Source: an optimization exercise on an open RTL-to-GDS flow (aim: small area, a short achievable clock period and few clock cycles). Production flows keep margins and buffers that such runs may drop. Function was checked by simulation only, so behaviour that the tests miss may differ from the original. Power figures rest on the tool's default switching activity, not on a simulated workload.

## design/flow/constraint.sdc

```tcl
create_clock -name core_clock -period 10.0 [get_ports {clk}]
set_input_delay 2.0000 -clock core_clock [delete_from_list [all_inputs] [get_ports {clk}]]
set_output_delay 2.0000 -clock core_clock [all_outputs]
set_load 0.01 [all_outputs]
```

## design/flow/run.sh

```bash
#!/bin/bash
# synth_recipe.tcl (not shown) runs the flow's synth.tcl, then flattens the netlist and writes it again
# the make line also repeats each setting of config.mk as NAME=value (left out here)
make -C /OpenROAD-flow-scripts/flow DESIGN_CONFIG=/design/flow/config.mk WORK_HOME=/design/flow/orfs CLKGATE_MAP_FILE= SYNTH_SCRIPT=/design/flow/synth_recipe.tcl finish
```

## design/flow/config.mk

```make
export PLATFORM = sky130hd
export DESIGN_NAME = lenet_engine
export DESIGN_NICKNAME = lenet_engine
export VERILOG_FILES = /design/flow/design.v
export SDC_FILE = /design/flow/constraint.sdc
export NUM_CORES = 4
export LEC_CHECK = 0
export CAP_MARGIN = 20
export CORE_MARGIN = 2
export CORE_UTILIZATION = 40
export SLEW_MARGIN = 20
```

## design/flow/design.v

```verilog
module lenet_engine (
    input  wire        clk,
    input  wire        rst,         
    input  wire        start,
    input  wire [3:0]  op,
    output wire        busy,
    output reg         done,
    output reg         act_re,
    output reg  [14:0] act_raddr,
    input  wire [15:0] act_rdata,
    output reg         act_we,
    output reg  [14:0] act_waddr,
    output reg  [15:0] act_wdata,
    output reg         wt_re,
    output reg  [18:0] wt_raddr,
    input  wire [15:0] wt_rdata
);
    localparam integer F = 8;
    localparam [3:0] OP_NOP     = 4'd0;
    localparam [3:0] OP_CONV1   = 4'd1;
    localparam [3:0] OP_POOL1   = 4'd2;
    localparam [3:0] OP_CONV2   = 4'd3;
    localparam [3:0] OP_POOL2   = 4'd4;
    localparam [3:0] OP_FC1     = 4'd5;
    localparam [3:0] OP_FC2     = 4'd6;
    localparam [3:0] OP_FORWARD = 4'd15;
    localparam [14:0] IMG_BASE   = 15'd0;
    localparam [14:0] C1_BASE    = 15'd784;
    localparam [14:0] P1_BASE    = 15'd12304;
    localparam [14:0] C2_BASE    = 15'd15184;
    localparam [14:0] P2_BASE    = 15'd17744;
    localparam [14:0] H1_BASE    = 15'd18384;
    localparam [14:0] LOGIT_BASE = 15'd18784;
    localparam [18:0] WC1_BASE = 19'd0;
    localparam [18:0] BC1_BASE = 19'd500;
    localparam [18:0] WC2_BASE = 19'd520;
    localparam [18:0] BC2_BASE = 19'd20520;
    localparam [18:0] WF1_BASE = 19'd20560;
    localparam [18:0] BF1_BASE = 19'd276560;
    localparam [18:0] WF2_BASE = 19'd276960;
    localparam [18:0] BF2_BASE = 19'd280960;
    localparam [3:0] S_IDLE      = 4'd0;
    localparam [3:0] S_STAGE     = 4'd1;
    localparam [3:0] S_BIAS_RD   = 4'd2;
    localparam [3:0] S_BIAS_WAIT = 4'd3;
    localparam [3:0] S_MAC_RD    = 4'd4;
    localparam [3:0] S_MAC_WAIT  = 4'd5;
    localparam [3:0] S_MAC_WR    = 4'd6;
    localparam [3:0] S_POOL_RD   = 4'd7;
    localparam [3:0] S_POOL_WAIT = 4'd8;
    localparam [3:0] S_POOL_WR   = 4'd9;
    localparam [3:0] S_NEXT      = 4'd10;
    localparam [3:0] S_DONE      = 4'd11;
    reg [3:0]  state;
    reg [3:0]  stage;        
    reg [3:0]  last_stage;   
    reg [8:0]  k;            
    reg [4:0]  oy, ox;       
    reg [9:0]  z;            
    reg [2:0]  ky, kx;       
    reg [14:0] optr;         
    reg [18:0] wrow;         
    reg [18:0] widx;         
    reg signed [31:0] acc;
    reg signed [15:0] pmax;
    assign busy = (state != S_IDLE);
    reg [8:0]  k_last;
    reg [4:0]  o_last;       
    reg [9:0]  z_last;
    reg [2:0]  kk_last;      
    reg [14:0] out_base;
    reg [18:0] w_base;
    reg [18:0] b_base;
    reg [9:0]  n_terms;      
    reg        relu_on;
    reg        is_pool;
    always @(*) begin
        k_last   = 9'd0;
        o_last   = 5'd0;
        z_last   = 10'd0;
        kk_last  = 3'd0;
        out_base = 15'd0;
        w_base   = 19'd0;
        b_base   = 19'd0;
        n_terms  = 10'd0;
        relu_on  = 1'b1;
        is_pool  = 1'b0;
        case (stage)
            OP_CONV1: begin
                k_last = 9'd19;  o_last = 5'd23; z_last = 10'd0;   kk_last = 3'd4;
                out_base = C1_BASE; w_base = WC1_BASE; b_base = BC1_BASE; n_terms = 10'd25;
            end
            OP_POOL1: begin
                k_last = 9'd19;  o_last = 5'd11; kk_last = 3'd1;
                out_base = P1_BASE; is_pool = 1'b1;
            end
            OP_CONV2: begin
                k_last = 9'd39;  o_last = 5'd7;  z_last = 10'd19;  kk_last = 3'd4;
                out_base = C2_BASE; w_base = WC2_BASE; b_base = BC2_BASE; n_terms = 10'd500;
            end
            OP_POOL2: begin
                k_last = 9'd39;  o_last = 5'd3;  kk_last = 3'd1;
                out_base = P2_BASE; is_pool = 1'b1;
            end
            OP_FC1: begin
                k_last = 9'd399; o_last = 5'd0;  z_last = 10'd639; kk_last = 3'd0;
                out_base = H1_BASE; w_base = WF1_BASE; b_base = BF1_BASE; n_terms = 10'd640;
            end
            OP_FC2: begin
                k_last = 9'd9;   o_last = 5'd0;  z_last = 10'd399; kk_last = 3'd0;
                out_base = LOGIT_BASE; w_base = WF2_BASE; b_base = BF2_BASE; n_terms = 10'd400;
                relu_on = 1'b0;
            end
            default: ;
        endcase
    end
    reg [14:0] in_addr;
    always @(*) begin
        case (stage)
            OP_CONV1: in_addr = IMG_BASE + (oy + ky) * 15'd28 + ox + kx;
            OP_CONV2: in_addr = P1_BASE + (z * 15'd12 + oy + ky) * 15'd12 + ox + kx;
            OP_FC1:   in_addr = P2_BASE + z;
            OP_FC2:   in_addr = H1_BASE + z;
            OP_POOL1: in_addr = C1_BASE + (k * 15'd24 + 2 * oy + ky) * 15'd24 + 2 * ox + kx;
            OP_POOL2: in_addr = C2_BASE + (k * 15'd8 + 2 * oy + ky) * 15'd8 + 2 * ox + kx;
            default:  in_addr = 15'd0;
        endcase
    end
    wire signed [31:0] product = $signed(act_rdata) * $signed(wt_rdata);
    wire signed [31:0] rescaled = acc >>> F;
    wire signed [31:0] activated = (relu_on && rescaled < 0) ? 32'sd0 : rescaled;
    wire [15:0] result = activated[15:0];
    always @(*) begin
        act_re    = (state == S_MAC_RD) || (state == S_POOL_RD);
        act_raddr = in_addr;
        wt_re     = (state == S_BIAS_RD) || (state == S_MAC_RD);
        wt_raddr  = (state == S_BIAS_RD) ? (b_base + {10'd0, k}) : widx;
    end
    wire last_tap = (kx == kk_last) && (ky == kk_last) && (z == z_last);
    wire last_out = (ox == o_last) && (oy == o_last) && (k == k_last);
    always @(posedge clk) begin
        if (rst) begin
            state      <= S_IDLE;
            stage      <= 4'd0;
            last_stage <= 4'd0;
            done       <= 1'b0;
            act_we     <= 1'b0;
            act_waddr  <= 15'd0;
            act_wdata  <= 16'd0;
            k <= 9'd0; oy <= 5'd0; ox <= 5'd0; z <= 10'd0; ky <= 3'd0; kx <= 3'd0;
            optr <= 15'd0; wrow <= 19'd0; widx <= 19'd0;
            acc  <= 32'sd0; pmax <= 16'sd0;
        end else begin
            done   <= 1'b0;
            act_we <= 1'b0;
            case (state)
                S_IDLE: begin
                    if (start) begin
                        if (op == OP_FORWARD) begin
                            stage      <= OP_CONV1;
                            last_stage <= OP_FC2;
                            state      <= S_STAGE;
                        end else if (op >= OP_CONV1 && op <= OP_FC2) begin
                            stage      <= op;
                            last_stage <= op;
                            state      <= S_STAGE;
                        end else begin
                            state <= S_DONE;
                        end
                    end
                end
                S_STAGE: begin
                    k <= 9'd0; oy <= 5'd0; ox <= 5'd0; z <= 10'd0; ky <= 3'd0; kx <= 3'd0;
                    optr <= out_base;
                    wrow <= w_base;
                    state <= is_pool ? S_POOL_RD : S_BIAS_RD;
                end
                S_BIAS_RD: begin
                    widx     <= wrow;
                    state    <= S_BIAS_WAIT;
                end
                S_BIAS_WAIT: begin
                    acc   <= $signed(wt_rdata) <<< F;
                    state <= S_MAC_RD;
                end
                S_MAC_RD: begin
                    widx      <= widx + 19'd1;
                    state     <= S_MAC_WAIT;
                end
                S_MAC_WAIT: begin
                    acc <= acc + product;
                    if (last_tap) begin
                        kx <= 3'd0; ky <= 3'd0; z <= 10'd0;
                        state <= S_MAC_WR;
                    end else begin
                        state <= S_MAC_RD;
                        if (kx != kk_last) begin
                            kx <= kx + 3'd1;
                        end else begin
                            kx <= 3'd0;
                            if (ky != kk_last) begin
                                ky <= ky + 3'd1;
                            end else begin
                                ky <= 3'd0;
                                z  <= z + 10'd1;
                            end
                        end
                    end
                end
                S_MAC_WR: begin
                    act_we    <= 1'b1;
                    act_waddr <= optr;
                    act_wdata <= result;
                    state     <= S_NEXT;
                end
                S_POOL_RD: begin
                    state     <= S_POOL_WAIT;
                end
                S_POOL_WAIT: begin
                    if ((kx == 3'd0 && ky == 3'd0) || $signed(act_rdata) > pmax)
                        pmax <= $signed(act_rdata);
                    if (kx == 3'd1 && ky == 3'd1) begin
                        kx <= 3'd0; ky <= 3'd0;
                        state <= S_POOL_WR;
                    end else begin
                        if (kx == 3'd1) begin
                            kx <= 3'd0;
                            ky <= 3'd1;
                        end else begin
                            kx <= 3'd1;
                        end
                        state <= S_POOL_RD;
                    end
                end
                S_POOL_WR: begin
                    act_we    <= 1'b1;
                    act_waddr <= optr;
                    act_wdata <= pmax;
                    state     <= S_NEXT;
                end
                S_NEXT: begin
                    optr <= optr + 15'd1;
                    if (last_out) begin
                        if (stage == last_stage) begin
                            state <= S_DONE;
                        end else begin
                            stage <= stage + 4'd1;
                            state <= S_STAGE;
                        end
                    end else begin
                        state <= is_pool ? S_POOL_RD : S_BIAS_RD;
                        if (ox != o_last) begin
                            ox <= ox + 5'd1;
                        end else begin
                            ox <= 5'd0;
                            if (oy != o_last) begin
                                oy <= oy + 5'd1;
                            end else begin
                                oy   <= 5'd0;
                                k    <= k + 9'd1;
                                wrow <= wrow + {9'd0, n_terms};
                            end
                        end
                    end
                end
                S_DONE: begin
                    done  <= 1'b1;
                    state <= S_IDLE;
                end
                default: state <= S_IDLE;
            endcase
        end
    end
endmodule
```

==> reports/metrics.csv <==
stage,metric,value,unit
outcome,status,timing/DRC/antenna clean,
setup_path,"delay-heaviest family, CP",adder cells,
min_path,Hold WC Path Type,reg -> reg,
floorplan,die area,66320,um^2
pwr,PnR Total Power,9.285,mW
synth,Post-Synthesis Cells,3119,
synth,Syn Std Cell Area,25710,um^2
global_routing,Tot GR Track Use,22.28,%
clock_tree,"Clk Latency, worst-skew pair",0.45,ns
clock_tree,CTS tree,done,
place,Final GP Congestion,0.8686,
pwr,Worst VDD drop,0.0004527,V
pwr,Leak,12.90,nW
setup_path,slowest CP cell,clkdlybuf4s50_1,
clock_tree,CTS sink count,181,
setup_path,Critical Path AT,9.09,ns
cells_and_area,Final nets,3769,
place,number of port buffers,108,
sta,"Hold Violations, Final",0,
clock_tree,clock buffer depth,2,
synth,Synth Area per Inst,8.243,um^2
global_routing,vias in the first global route,21663,
setup_path,CP dominant cell by count,fa_1,
sta,Max Clock Skew,0.008253,ns
setup_path,CP Launch Type,primary input,
run,Max Cap Violations,0,
drt,routed length per instance,17.81,um
synth,Synth cell types,86,
clock_tree,H-tree depth,4,
cells_and_area,fraction of layout cells with a size suffix above 1,3.520,%
setup_path,CP endpoint kind,flip-flop,
sta,Least-Margin Pin Slew,1.104,ns
place,placed cell areas,27720,um^2
cells_and_area,cell area after layout,28280,um^2
drt,Residual DRC,0,
setup_path,kind of critical path,in -> reg,
drt,Pre-antenna DRT Iters,5,
synth,total number of yosys warnings,1,
clock_tree,setup repair bufs after CTS,0,
sta,post-route setup TNS,0,ns
cells_and_area,P&R area growth vs syn,9.991,%
cells_and_area,"commonest non-fill, non-tap cell in the layout",inv_1,
synth,register bit count reported by yosys,181,
clock_tree,Clock Pin Slew Worst Setup and Hold Paths,0.07,ns
sta,Tmin final,8.742,ns
floorplan,Chip Width,257.5,um
global_routing,pin count of the biggest net entering global routing,76,
clock_tree,Hold Buf Count CTS,0,
sta,fin crit share,87.42,%
global_routing,total grt overflow,0,
setup_path,Crit Reg-Reg Startpoint,acc[15],
sta,RSZ-0062 raised after global routing,false,
cells_and_area,FILL cells,6394,
floorplan,I/O pin cnt,109,
setup_path,CP max FO,17,
floorplan,die height,257.5,um
min_path,hold path depth,2,
sta,Final setup viols,0,
setup_path,worst reg2reg path endpoint,acc[30],
sta,Final Max Slew Viols,0,
setup_path,data required time of the worst path,10.34,ns
clock_tree,PostCTS Resize Cnt,0,
cells_and_area,diode count,0,
synth,Synth async-reset ratio,0,%
floorplan,# rows,92,
global_routing,initial antenna violation count,3,
drt,DRT Wirelength,71760,um
drt,via density per instance,5.342,
global_routing,first-pass GRT wire length,118800,um
clock_tree,root buf cell,clkbuf_16,
min_path,Hold EP,act_waddr[12],
synth,Post-synth EDFFs,0,
place,DP HPWL,56900,um
setup_path,CP Cell Sequence,"clkdlybuf4s50_1, and2_1, fa_1, inv_1, fa_1, fa_1, inv_1, fa_1, fa_1, inv_1, fa_1, inv_1, ha_1, a21o_1, a21o_1, a221o_1, a41o_1, a21oi_1, o21ai_0, a31oi_1, o22ai_1, o21ba_2",
clock_tree,CTS buffer count,17,
setup_path,r2r setup slk,4.22,ns
setup_path,peak per-stage delay on the critical path,0.79,ns
sta,top achievable clock speed,114.4,MHz
pwr,Power Density,328.3,nW/um^2
floorplan,Core Area,63310,um^2
synth,commonest register cell after synthesis,dfxtp_1,
synth,Post-Synthesis Net Count,3717,
synth,post-synthesis sequential area ratio,14.09,%
floorplan,Initial Utilization,40.61,%
sta,Rel. slew slack,25.88,%
cells_and_area,"commonest non-fill, non-tap cells in the layout","inv_1, nand2_1, fa_1, ha_1, nor2_1",
drt,Vias,21517,
min_path,hold path start,act_waddr[12],
setup_path,Worst R2R Path Depth,19,
drt,1st-iter DRT viols,1352,
drt,Routed Antenna Nets,0,
setup_path,Worst Path Buf+Inv,5,
-- through the flow --
| stage | setup slack (ns) | utilization, % | cells | hold WS [ns] |
|---|---|---|---|---|
| detailed placement | 0.7783 | 43.78 | 3997 | 0.4438 |
| CTS | 1.269 | 44.63 | 4027 | 0.4548 |
| finish | 1.258 | 44.67 | 4028 | 0.4523 |
| global route | 0.8419 | 44.67 | 4028 | 0.4821 |
| floorplan | 1.929 | - | 3119 | 0.4466 |
| global placement | 0.8969 | 43.78 | 3997 | 0.4399 |
-- kinds of logic (layout without fill, tap and decap cells) --
| family | count (synthesis) | count (layout) | share of synthesized area [%] |
|---|---|---|---|
| flops | 181 | 181 | 14.09 |
| buf+inv | 564 | 627 | 8.322 |
| simple gates | 993 | 993 | 18.36 |
| compound gates | 616 | 616 | 15.75 |
| mux | 16 | 16 | 0.6375 |
| xor+xnor | 190 | 190 | 6.579 |
| fa+ha+maj | 559 | 559 | 36.25 |
-- layout make-up --
cell class	count	area, um^2	share of cell area, %
Timing Repair Buffer	148	1386	4.902
Sequential cell	181	3623	12.81
Clock inverter	11	105.1	0.3716
Clock buffer	19	432.9	1.531
Tap cell	846	1059	3.743
Multi-Input combinational cell	2374	19990	70.68
Inverter	449	1685	5.960
-- synthesized netlist by cell type (18+ instances only) --
cell | instances | share of area (%)
inv_1 | 447 | 6.5
nand2_1 | 323 | 4.7
fa_1 | 310 | 24
ha_1 | 249 | 12
nor2_1 | 236 | 3.4
dfxtp_1 | 181 | 14
a21oi_1 | 175 | 3.4
and2_1 | 132 | 3.2
o21ai_0 | 126 | 2.5
xnor2_1 | 126 | 4.3
clkbuf_1 | 101 | 1.5
nand3_1 | 79 | 1.5
xor2_1 | 62 | 2.1
nor3_1 | 59 | 1.1
a21o_1 | 42 | 1.2
a211oi_1 | 37 | 1.1
and3_1 | 33 | 0.80
a22oi_1 | 31 | 0.91
nand2b_1 | 29 | 0.71
nor2b_1 | 25 | 0.61
o21bai_1 | 19 | 0.55
a31oi_1 | 18 | 0.44
-- report_power, final --
part,switching (mW),internal (mW),total (mW)
logic,4.46,3.24,7.70
registers,0.123,0.812,0.935
clock network,0.309,0.341,0.651
total,4.89,4.40,9.28
-- routing by layer --
layer	GRT usage (%)	routed length [um]
met2	37.60	34070
met5	0	36
met4	3.019	754
met3	2.837	3283
met1	31.23	33620
-- sequential cells by signal (all words and copies together), names as in the netlist --
name and cells:
acc 32, widx 19, wrow 19, act_wdata 16, pmax 16, act_waddr 15
optr 15, z 10, k 9, ox 5, oy 5, last_stage 4
stage 4, state 4, kx 3, ky 3, act_we 1, done 1
-- worst register-to-register path, stage by stage, from the launching register on --
cell	delay, ns
dfxtp_1	0.36
inv_1	0.08
fa_1	0.50
inv_1	0.05
fa_1	0.53
fa_1	0.43
fa_1	0.49
inv_1	0.05
fa_1	0.53
inv_1	0.05
ha_1	0.35
a21o_1	0.19
a21o_1	0.16
a221o_1	0.34
a41o_1	0.20
a21oi_1	0.36
o21ai_0	0.28
a31oi_1	0.39
o22ai_1	0.11
o21ba_2	0.20
-- how the worst max path moves through the flow --
stage                      startpoint  endpoint  slack, ns  depth (start not counted)
after CTS                 wt_rdata[6]   acc[28]       1.27                         22
after global placement    wt_rdata[6]   acc[30]       0.90                         22
after floorplan           wt_rdata[9]   acc[30]       1.93                         22
after detailed placement  wt_rdata[6]   acc[28]       0.78                         22
after global routing      wt_rdata[2]   acc[31]       0.84                         22
final                     wt_rdata[6]   acc[30]       1.26                         22
Testbench counts, summed over its fixed seeds: cycles 14,996,676.

[what the ideal ports hide]
The flow's constraints put no driver on any port. The routed layout listed below was extracted and timed again, unchanged, in two steps. Step 1 sets driving cells, clkbuf_16 on the clock port and buf_2 on the other inputs (assumed; they add their load-dependent delay and slew). Step 2 also shifts input and output timing later by t, the mid clock arrival at the registers, as if the neighbouring blocks saw the same clock. Slacks: ideal / step 1 / step 2; pairs: ideal / step 1.
t, ns: 0.496
setup slack, ns: 1.258 / 1.290 / 0.794
worst hold slack (ns): 0.452 / 0.452 / 0.452
clock arrival spread, ns: 0.009 / 0.008
worst slew at a driven data input, ns: 0.09
After both steps this run still meets setup and hold. The setup slack of this run moves by +0.032 ns with the drivers and by -0.464 ns with both steps.
